Context: an optimization exercise on an open-source flow, tuned for small area. The choices shown serve that exercise and are no tape-out recipe. In this exercise RTL edits were held to simulation tests only and were not proved equivalent to the original. Power and IR drop assume default switching activity.

Setup of wip/cedar:
==> flow/design.v (excerpt) <==
module vcpu_core (
    input  wire        clk,
    input  wire        rst,
    input  wire [31:0] prog_len,
    input  wire        terminate,
    output wire        imem_req,
    output wire [31:0] imem_addr,
    input  wire        imem_ack,
    input  wire [31:0] imem_rdata,
    output wire        dmem_req,
    output wire        dmem_we,
    output wire [1:0]  dmem_size,
    output wire [31:0] dmem_addr,
    output wire [31:0] dmem_wdata,
    input  wire        dmem_ack,
    input  wire        dmem_err,
    input  wire [31:0] dmem_rdata,
    output reg         retire_valid,
    output wire [31:0] retire_pc,
    output wire [4:0]  retire_rd,
    output wire [31:0] retire_wdata,
    output reg         stopped,
    output wire [3:0]  exit_code,
    output wire [31:0] pc
);
For scale: about 1200 flip-flops, ~34000 sq um of cells after synthesis.
export LEC_CHECK = 0
export ABC_AREA = 1
export CAP_MARGIN = 20
export CORE_MARGIN = 2
export CORE_UTILIZATION = 60
export SLEW_MARGIN = 20
create_clock -name core_clock -period 12.0 [get_ports {clk}]
standard.sh (not shown) runs the stock make flow with config.mk's settings and CLKGATE_MAP_FILE= SYNTH_SCRIPT=/design/flow/synth_recipe.tcl, a recipe that flattens the netlist after the stock synthesis.
==> flow/flow/run.sh <==
#!/bin/bash
# Standard ORFS layout, with two changes: the port buffers are buf_1 cells,
# and clock tree synthesis adds no dummy loads.
set -euo pipefail
export BUFFER_PORTS_ARGS="-buffer_cell sky130_fd_sc_hd__buf_1"
export CTS_ARGS="-sink_clustering_enable -repair_clock_nets -dont_use_dummy_load -buf_list sky130_fd_sc_hd__clkbuf_8 -sink_clustering_size 18 -sink_clustering_max_diameter 60"
bash standard.sh finish > standard_flow.log 2>&1
Inputs modified between wip/cedar and wip/nickel:
Settings: clearing ABC_AREA, which used to be 1.
--- a/flow/flow/run.sh
+++ b/flow/flow/run.sh
@@ -6 +6 @@
-export CTS_ARGS="-sink_clustering_enable -repair_clock_nets -dont_use_dummy_load -buf_list sky130_fd_sc_hd__clkbuf_8 -sink_clustering_size 18 -sink_clustering_max_diameter 60"
+export CTS_ARGS="-sink_clustering_enable -repair_clock_nets -dont_use_dummy_load -buf_list sky130_fd_sc_hd__clkbuf_8 -sink_clustering_size 20 -sink_clustering_max_diameter 60"
Findings:
As far as synthesized-area fraction occupied by adder cells is concerned, wip/cedar and wip/nickel perform about the same.
wip/nickel reports its destination of the critical timing path as ACC[31] while wip/cedar reports ACC[30].
wip/nickel vs. wip/cedar: cell leakage power went down by about 3.7%.
From wip/cedar to wip/nickel the numbers moved as follows: depth of the critical timing path with buffers and inverters included went down by 11, via count went down by 7.7%, least setup slack across all paths after layout went down by 1490 ps, number of flip-flops and latches was more or less identical.
wip/nickel — average cell area after synthesis 1.4 sq um higher, wip/cedar as reference
Compared with wip/cedar, in wip/nickel utilization fell 0.61 points, combinational power fell about 90%.
Area of all placed cells without fillers delta (wip/nickel − wip/cedar): unfavourable
Edits applied to the flow inputs when going from wip/nickel to wip/raven:
Settings: ABC_AREA: unset -> 1.
==> flow/flow/run.sh <==
#!/bin/bash
set -euo pipefail
export BUFFER_PORTS_ARGS="-buffer_cell sky130_fd_sc_hd__buf_1"
export CTS_ARGS="-sink_clustering_enable -repair_clock_nets -dont_use_dummy_load -buf_list sky130_fd_sc_hd__clkbuf_8 -sink_clustering_size 18 -sink_clustering_max_diameter 60"
bash standard.sh finish > standard_flow.log 2>&1
==> run notes <==
On transition time at the pin with the least slew margin, wip/raven and wip/nickel are neck and neck.
Clock-buffer cell count ends up lower on wip/nickel.
wip/raven vs wip/nickel, total power consumption of the routed design went up by about 50%.
Changes observed in wip/raven relative to wip/nickel: clock share of power moved down; synthesized area per cell shrank by about 11%; cell count of the worst reg-to-reg path up about 40%.
Final-layout clock-cell area share across wip/raven and wip/nickel: no real change.

* * *

vcpu_core, a different RTL version from the one above (not shown whole).
Size: about 2800 cells after synthesis, ~1200 flip-flops, about 310 I/O pins, ~0.034 mm2 of cells after synthesis.
clock: 12.0 ns
lec_check: 0
abc_area: 1
cap_margin: 5
core_margin: 2
core_utilization: 60
slew_margin: 5
==> flow/flow/run.sh <==
#!/bin/bash
set -euo pipefail
export BUFFER_PORTS_ARGS="-buffer_cell sky130_fd_sc_hd__buf_1"
export CTS_ARGS="-sink_clustering_enable -repair_clock_nets -dont_use_dummy_load -buf_list sky130_fd_sc_hd__clkbuf_8 -sink_clustering_size 18 -sink_clustering_max_diameter 60"
bash standard.sh finish > standard_flow.log 2>&1
Change:
CAP_MARGIN = 20   (was 5)
SLEW_MARGIN = 20   (was 5)
What happened: Combinational power stays flat. First-iteration DRC count goes up by a few percent. Clock-buffer cell count is unchanged. Register-to-register slack improves by 20 ps.

* * *

Another version of the RTL of vcpu_core (not shown whole).
Size in the first run: roughly 2300 cells after synthesis, ~1200 flip-flops.
Design vcpu_core, start of the top module:
module vcpu_core (
    input  wire        clk,
    input  wire        rst,
    input  wire [31:0] prog_len,
    input  wire        terminate,
    output wire        imem_req,
    output wire [31:0] imem_addr,
    input  wire        imem_ack,
    input  wire [31:0] imem_rdata,
    output wire        dmem_req,
    output wire        dmem_we,
    output wire [1:0]  dmem_size,
    output wire [31:0] dmem_addr,
    output wire [31:0] dmem_wdata,
    input  wire        dmem_ack,
    input  wire        dmem_err,
    input  wire [31:0] dmem_rdata,
    output reg         retire_valid,
    output wire [31:0] retire_pc,
    output wire [4:0]  retire_rd,
    output wire [31:0] retire_wdata,
    output reg         stopped,
    output wire [3:0]  exit_code,
    output wire [31:0] pc
);
==> flow/config.mk <==
export PLATFORM = sky130hd
export DESIGN_NAME = vcpu_core
export DESIGN_NICKNAME = vcpu_core
export VERILOG_FILES = /design/flow/design.v
export SDC_FILE = /design/flow/constraint.sdc
export NUM_CORES = 4
export LEC_CHECK = 0
export ABC_CLOCK_PERIOD_IN_PS = 12000
export CAP_MARGIN = 5
export CORE_MARGIN = 2
export CORE_UTILIZATION = 60
export SLEW_MARGIN = 5
==> flow/constraint.sdc <==
create_clock -name core_clock -period 12.0 [get_ports {clk}]
set_input_delay 2.4000 -clock core_clock [delete_from_list [all_inputs] [get_ports {clk}]]
set_output_delay 2.4000 -clock core_clock [all_outputs]
set_load 0.01 [all_outputs]
==> flow/flow/run.sh <==
#!/bin/bash
# Standard ORFS layout through the standard.sh, with these changes:
# - synthesis is the standard flow's own script (synth_recipe.tcl, same passes, flattening
#   and names) with abc's combinational mapping run from flow/area.abc (an
#   area-oriented script) instead of ORFS's abc script; registers are mapped
#   before abc and are unchanged;
# - the port buffers are buf_1 cells;
set -euo pipefail
here=$(pwd)
{ head -n 1 synth_recipe.tcl; cat flow/abc_map.tcl; tail -n +2 synth_recipe.tcl; } > my_synth.tcl
export MY_ABC_SCRIPT="$here/flow/area.abc"
export BUFFER_PORTS_ARGS="-buffer_cell sky130_fd_sc_hd__buf_1"
export CTS_ARGS="-sink_clustering_enable -repair_clock_nets -dont_use_dummy_load -buf_list sky130_fd_sc_hd__clkbuf_8 -sink_clustering_size 18 -sink_clustering_max_diameter 60"
bash standard.sh SYNTH_SCRIPT="$here/my_synth.tcl" ADDER_MAP_FILE= finish > standard_flow.log 2>&1
==> flow/flow/abc_map.tcl <==
# Run abc's combinational mapping with the script in $MY_ABC_SCRIPT (when set)
# instead of the ORFS script: same liberty, dont_use cells, constraints and
# delay target. abc -dff calls pass through unchanged.
proc abc {args} {
  if {[lsearch -exact $args -dff] >= 0 || ![info exists ::env(MY_ABC_SCRIPT)]} {
    yosys abc {*}$args
    return
  }
  set out {}
  set skip 0
  foreach a $args {
    if {$skip} { set skip 0; continue }
    if {$a eq "-script"} { set skip 1; continue }
    lappend out $a
  }
  if {$::env(MY_ABC_SCRIPT) ne ""} { lappend out -script $::env(MY_ABC_SCRIPT) }
  puts "abc_map.tcl: abc $out"
  yosys abc {*}$out
}
==> flow/flow/area.abc <==
strash
&get -n
&fraig -x
&put
scorr
dc2
strash
&get -n
&dch -f
&nf -R 1000
&put
strash
dch -f
&get -n
&nf -R 1000
&put
strash
dch -f
&get -n
&nf -R 1000
&put
strash
dch -f
&get -n
&nf -R 1000
&put
strash
dch -f
&get -n
&nf -R 1000
&put
The baseline passed the timing, DRC and antenna checks.
Rerun with:
==> flow/flow/run.sh (replaced) <==
#!/bin/bash
# Standard ORFS layout through the standard.sh, with these changes:
# - synthesis is the standard flow's own script (synth_recipe.tcl: same passes, flattening
#   and names), except that abc's combinational mapping runs the script in
#   flow/area.abc (an area-oriented script; see flow/abc_map.tcl) instead of
#   ORFS's, and ORFS's full-adder extraction is skipped (ADDER_MAP_FILE empty)
#   so abc maps the adders too; registers are mapped before abc and are the
#   standard synthesis's;
# - the port buffers are buf_1 cells;
set -euo pipefail
here=$(pwd)
{ head -n 1 synth_recipe.tcl; cat flow/abc_map.tcl; tail -n +2 synth_recipe.tcl; } > my_synth.tcl
export MY_ABC_SCRIPT="$here/flow/area.abc"
export BUFFER_PORTS_ARGS="-buffer_cell sky130_fd_sc_hd__buf_1"
export CTS_ARGS="-sink_clustering_enable -repair_clock_nets -dont_use_dummy_load -buf_list sky130_fd_sc_hd__clkbuf_8 -sink_clustering_size 19 -sink_clustering_max_diameter 60"
bash standard.sh SYNTH_SCRIPT="$here/my_synth.tcl" ADDER_MAP_FILE= finish > standard_flow.log 2>&1
==> flow/flow/area.abc (replaced) <==
strash
&get -n
&fraig -x
&put
scorr
dc2
strash
&get -n
&dch -f
&nf -R 1000
&put
strash
dch
&get -n
&nf -R 1000
&put
strash
dch
&get -n
&nf -R 1000
&put
--- a/flow/config.mk
+++ b/flow/config.mk
@@ -10,3 +10,3 @@
 export CORE_MARGIN = 2
-export CORE_UTILIZATION = 60
+export CORE_UTILIZATION = 65
 export SLEW_MARGIN = 5
The changed run went through all stages and came out clean.
Setup slack gains 0.73 ns.
Power increases by a few percent.
Flip-flop and latch count does not change.
Cell area decreases slightly.
Utilization increases by 4.2 points.
Sequential power increases by a few percent.
Final cell count decreases by a few percent.
Register-to-register slack gains 0.73 ns.
Sequential share of layout area increases by 1.0 points.
First-iteration DRC count decreases by about a fifth.
Global-route usage increases by 2.6 points.
Rerun with:
--- a/flow/flow/run.sh
+++ b/flow/flow/run.sh
@@ -2,8 +2,6 @@
 # Standard ORFS layout through the standard.sh, with these changes:
-# - synthesis is the standard flow's own script (synth_recipe.tcl: same passes, flattening
-#   and names), except that abc's combinational mapping runs the script in
-#   flow/area.abc (an area-oriented script; see flow/abc_map.tcl) instead of
-#   ORFS's, and ORFS's full-adder extraction is skipped (ADDER_MAP_FILE empty)
-#   so abc maps the adders too; registers are mapped before abc and are the
-#   standard synthesis's;
+# - synthesis is the standard flow's own script (synth_recipe.tcl, same passes, flattening
+#   and names) with abc's combinational mapping run from flow/area.abc (an
+#   area-oriented script) instead of ORFS's abc script; registers are mapped
+#   before abc and are unchanged;
 # - the port buffers are buf_1 cells;
--- a/flow/flow/area.abc
+++ b/flow/flow/area.abc
@@ -12,3 +12,3 @@
 strash
-dch
+dch -f
 &get -n
@@ -17,3 +17,3 @@
 strash
-dch
+dch -f
 &get -n
--- a/flow/config.mk
+++ b/flow/config.mk
@@ -11,2 +11,3 @@
 export CORE_UTILIZATION = 65
+export PLACE_DENSITY = 0.72
 export SLEW_MARGIN = 5
Outcome:
- clock power hardly moves
- clock-buffer cell count does not change
- design area hardly moves
- cell count barely changes
Rerun with:
--- a/flow/flow/run.sh
+++ b/flow/flow/run.sh
@@ -12,3 +12,3 @@
 export BUFFER_PORTS_ARGS="-buffer_cell sky130_fd_sc_hd__buf_1"
-export CTS_ARGS="-sink_clustering_enable -repair_clock_nets -dont_use_dummy_load -buf_list sky130_fd_sc_hd__clkbuf_8 -sink_clustering_size 19 -sink_clustering_max_diameter 60"
+export CTS_ARGS="-sink_clustering_enable -repair_clock_nets -dont_use_dummy_load -buf_list sky130_fd_sc_hd__clkbuf_16 -sink_clustering_size 40 -sink_clustering_max_diameter 40"
 bash standard.sh SYNTH_SCRIPT="$here/my_synth.tcl" ADDER_MAP_FILE= finish > standard_flow.log 2>&1
--- a/flow/config.mk
+++ b/flow/config.mk
@@ -11,3 +11,2 @@
 export CORE_UTILIZATION = 65
-export PLACE_DENSITY = 0.72
 export SLEW_MARGIN = 5
Effect:
- via count increases by 1.8%
- flip-flop and latch count stays the same
- count of clock-buffer cells in the layout increases by 20
- sequential power barely changes
- wire length increases by about 2.6%
- design area increases by 4.0%

* * *

v3:
Starting RTL as in the previous note.
Settings: LEC_CHECK=0, ABC_CLOCK_PERIOD_IN_PS=12000, CAP_MARGIN=5, CORE_MARGIN=2, CORE_UTILIZATION=65, SLEW_MARGIN=5; clock period 12.0 ns.
==> flow/flow/run.sh <==
#!/bin/bash
# Standard ORFS layout through the standard.sh, with these changes:
# - synthesis is the standard flow's own script (synth_recipe.tcl, same passes, flattening
#   and names) with abc's combinational mapping run from flow/area.abc (an
#   area-oriented script) instead of ORFS's abc script; registers are mapped
#   before abc and are unchanged;
# - the port buffers are buf_1 cells;
set -euo pipefail
here=$(pwd)
{ head -n 1 synth_recipe.tcl; cat flow/abc_map.tcl; tail -n +2 synth_recipe.tcl; } > my_synth.tcl
export MY_ABC_SCRIPT="$here/flow/area.abc"
export BUFFER_PORTS_ARGS="-buffer_cell sky130_fd_sc_hd__buf_1"
export CTS_ARGS="-sink_clustering_enable -repair_clock_nets -dont_use_dummy_load -buf_list sky130_fd_sc_hd__clkbuf_8 -sink_clustering_size 19 -sink_clustering_max_diameter 60"
bash standard.sh SYNTH_SCRIPT="$here/my_synth.tcl" ADDER_MAP_FILE= finish > standard_flow.log 2>&1
==> flow/flow/area.abc <==
strash
&get -n
&fraig -x
&put
scorr
dc2
strash
&get -n
&dch -f
&nf -R 1000
&put
strash
dch -f
&get -n
&nf -R 1000
&put
strash
dch -f
&get -n
&nf -R 1000
&put
Scripts as last shown in full above: flow/flow/abc_map.tcl
Here is what was changed in the inputs of v41 compared with v3.
# v3
export LEC_CHECK = 0
export ABC_CLOCK_PERIOD_IN_PS = 12000
export CAP_MARGIN = 5
export CORE_MARGIN = 2
export CORE_UTILIZATION = 65
export SLEW_MARGIN = 5
create_clock -name core_clock -period 12.0 [get_ports {clk}]
# v41
export LEC_CHECK = 0
export ABC_CLOCK_PERIOD_IN_PS = 12000
export CAP_MARGIN = 5
export CORE_MARGIN = 2
export CORE_UTILIZATION = 60
export SLEW_MARGIN = 5
create_clock -name core_clock -period 12.0 [get_ports {clk}]
-- flow/flow/run.sh --
<<< v3, line 12
export BUFFER_PORTS_ARGS="-buffer_cell sky130_fd_sc_hd__buf_1"
export CTS_ARGS="-sink_clustering_enable -repair_clock_nets -dont_use_dummy_load -buf_list sky130_fd_sc_hd__clkbuf_8 -sink_clustering_size 19 -sink_clustering_max_diameter 60"
bash standard.sh SYNTH_SCRIPT="$here/my_synth.tcl" ADDER_MAP_FILE= finish > standard_flow.log 2>&1
>>> v41, line 12
export BUFFER_PORTS_ARGS="-buffer_cell sky130_fd_sc_hd__buf_1"
export CTS_ARGS="-sink_clustering_enable -repair_clock_nets -dont_use_dummy_load -buf_list sky130_fd_sc_hd__clkbuf_8 -sink_clustering_size 18 -sink_clustering_max_diameter 60"
bash standard.sh SYNTH_SCRIPT="$here/my_synth.tcl" ADDER_MAP_FILE= finish > standard_flow.log 2>&1
Relative to v3, the final cell area reported for v41 is higher.
Any difference in count of buffers not belonging to the clock network in the layout between v3 and v41 is small enough to ignore.
Clock latency of the later-clocked register in the worst-skew pair sits lower in v41 than in v3.
Modified inputs, v4 compared to v41
# v41
export LEC_CHECK = 0
export ABC_CLOCK_PERIOD_IN_PS = 12000
export CAP_MARGIN = 5
export CORE_MARGIN = 2
export CORE_UTILIZATION = 60
export SLEW_MARGIN = 5
create_clock -name core_clock -period 12.0 [get_ports {clk}]
# v4
export LEC_CHECK = 0
export ABC_CLOCK_PERIOD_IN_PS = 12000
export CAP_MARGIN = 5
export CORE_MARGIN = 2
export CORE_UTILIZATION = 65
export GPL_TIMING_DRIVEN = 0
export SLEW_MARGIN = 5
create_clock -name core_clock -period 12.0 [get_ports {clk}]
-- flow/flow/run.sh --
<<< v41, line 12
export BUFFER_PORTS_ARGS="-buffer_cell sky130_fd_sc_hd__buf_1"
export CTS_ARGS="-sink_clustering_enable -repair_clock_nets -dont_use_dummy_load -buf_list sky130_fd_sc_hd__clkbuf_8 -sink_clustering_size 18 -sink_clustering_max_diameter 60"
bash standard.sh SYNTH_SCRIPT="$here/my_synth.tcl" ADDER_MAP_FILE= finish > standard_flow.log 2>&1
>>> v4, line 12
export BUFFER_PORTS_ARGS="-buffer_cell sky130_fd_sc_hd__buf_1"
export CTS_ARGS="-sink_clustering_enable -repair_clock_nets -dont_use_dummy_load -buf_list sky130_fd_sc_hd__clkbuf_8 -sink_clustering_size 19 -sink_clustering_max_diameter 60"
bash standard.sh SYNTH_SCRIPT="$here/my_synth.tcl" ADDER_MAP_FILE= finish > standard_flow.log 2>&1
Results
- Looking at v4 and v41, the sequential power is a wash.
- v41 → v4: actual transition at the worst max-transition pin moved up, largest net degree at the start of global routing moved down, switching power of the nets moved up, power share of the clock group moved down.
- v41 was routed with fewer vias than v4.
- Across both runs, global placement routability congestion was lower for v4 than for v41.
- Taking v41 over v4, the non-clock buffer count in the final layout ratio works out to 0.80.
[inputs] v25 vs v4
# v4
export LEC_CHECK = 0
export ABC_CLOCK_PERIOD_IN_PS = 12000
export CAP_MARGIN = 5
export CORE_MARGIN = 2
export CORE_UTILIZATION = 65
export GPL_TIMING_DRIVEN = 0
export SLEW_MARGIN = 5
create_clock -name core_clock -period 12.0 [get_ports {clk}]
# v25
export LEC_CHECK = 0
export ABC_CLOCK_PERIOD_IN_PS = 12000
export CAP_MARGIN = 5
export CORE_MARGIN = 2
export CORE_UTILIZATION = 65
export SLEW_MARGIN = 5
create_clock -name core_clock -period 12.0 [get_ports {clk}]
-- flow/flow/run.sh --
<<< v4, line 12
export BUFFER_PORTS_ARGS="-buffer_cell sky130_fd_sc_hd__buf_1"
export CTS_ARGS="-sink_clustering_enable -repair_clock_nets -dont_use_dummy_load -buf_list sky130_fd_sc_hd__clkbuf_8 -sink_clustering_size 19 -sink_clustering_max_diameter 60"
bash standard.sh SYNTH_SCRIPT="$here/my_synth.tcl" ADDER_MAP_FILE= finish > standard_flow.log 2>&1
>>> v25, line 12
export BUFFER_PORTS_ARGS="-buffer_cell sky130_fd_sc_hd__buf_1"
export CTS_ARGS="-sink_clustering_enable -repair_clock_nets -dont_use_dummy_load -buf_list sky130_fd_sc_hd__clkbuf_8 -sink_clustering_size 22 -sink_clustering_max_diameter 40"
bash standard.sh SYNTH_SCRIPT="$here/my_synth.tcl" ADDER_MAP_FILE= finish > standard_flow.log 2>&1
--- outcome ---
- v25 ends up with a final setup skew that is 0.042 ns higher than in v4.
- v4 has higher slew at the pin with the worst max-slew slack than v25.
- [compare] base=v4 new=v25: worst-case setup margin in the final layout higher, all-layer global routing usage higher.
- Against v4, DRC marker count from the first detailed-route iteration in v25 came out worse.
- Design area of v25 falls short of that of v4 slightly.
- Against v4, non-clock buffer count in v25 fell by more than 10%.
- In the flow results for v25 and v4, the post-placement worst setup slack is larger on v25.
- Between v25 and v4, initial antenna violation count is lower for v4, v25 comes in above that.

-- separate check: timing with driven ports --
Ports are ideal in the flow. The routed layouts listed here were re-timed in OpenROAD.
Step 1, drivers: a clkbuf_16 drives clk and a buf_2 each remaining input, both assumed.
Step 2 moves the port delays by t, midway between the first and last clock arrival at a register: inputs arrive t later, outputs are due t later. That takes back most of the time a late clock gives input paths.
Three values: ideal ports, drivers, drivers and shift; two values: the first two.
run	t, ns	setup WS [ns]	worst setup path at the end	clock arrival spread, ns
wip/cedar	0.707	5.302 / 5.302 / 5.302	register to register	0.077 / 0.077
wip/nickel	0.694	3.813 / 3.813 / 3.813	register to register	0.119 / 0.119
wip/raven	0.707	5.302 / 5.302 / 5.302	register to register	0.077 / 0.077
the first run of note 2	0.718	5.302 / 5.302 / 5.302	register to register	0.105 / 0.105
the second run of note 2	0.715	5.322 / 5.322 / 5.322	register to register	0.105 / 0.105
the first run of note 3	0.684	0.616 / 0.616 / 0.616	register to register	0.108 / 0.108
the second run of note 3	0.701	1.342 / 1.342 / 1.342	register to register	0.083 / 0.083
the third run of note 3	0.696	1.056 / 1.056 / 1.056	register to register	0.112 / 0.112
the fourth run of note 3	0.670	1.087 / 1.087 / 1.087	register to register	0.103 / 0.102
v3	0.712	1.073 / 1.073 / 1.073	register to register	0.087 / 0.087
v41	0.705	1.261 / 1.261 / 1.261	register to register	0.083 / 0.084
v4	0.706	1.034 / 1.034 / 1.034	register to register	0.076 / 0.076
v25	0.728	1.074 / 1.074 / 1.074	register to register	0.116 / 0.116
After both steps every run listed still meets setup and hold.
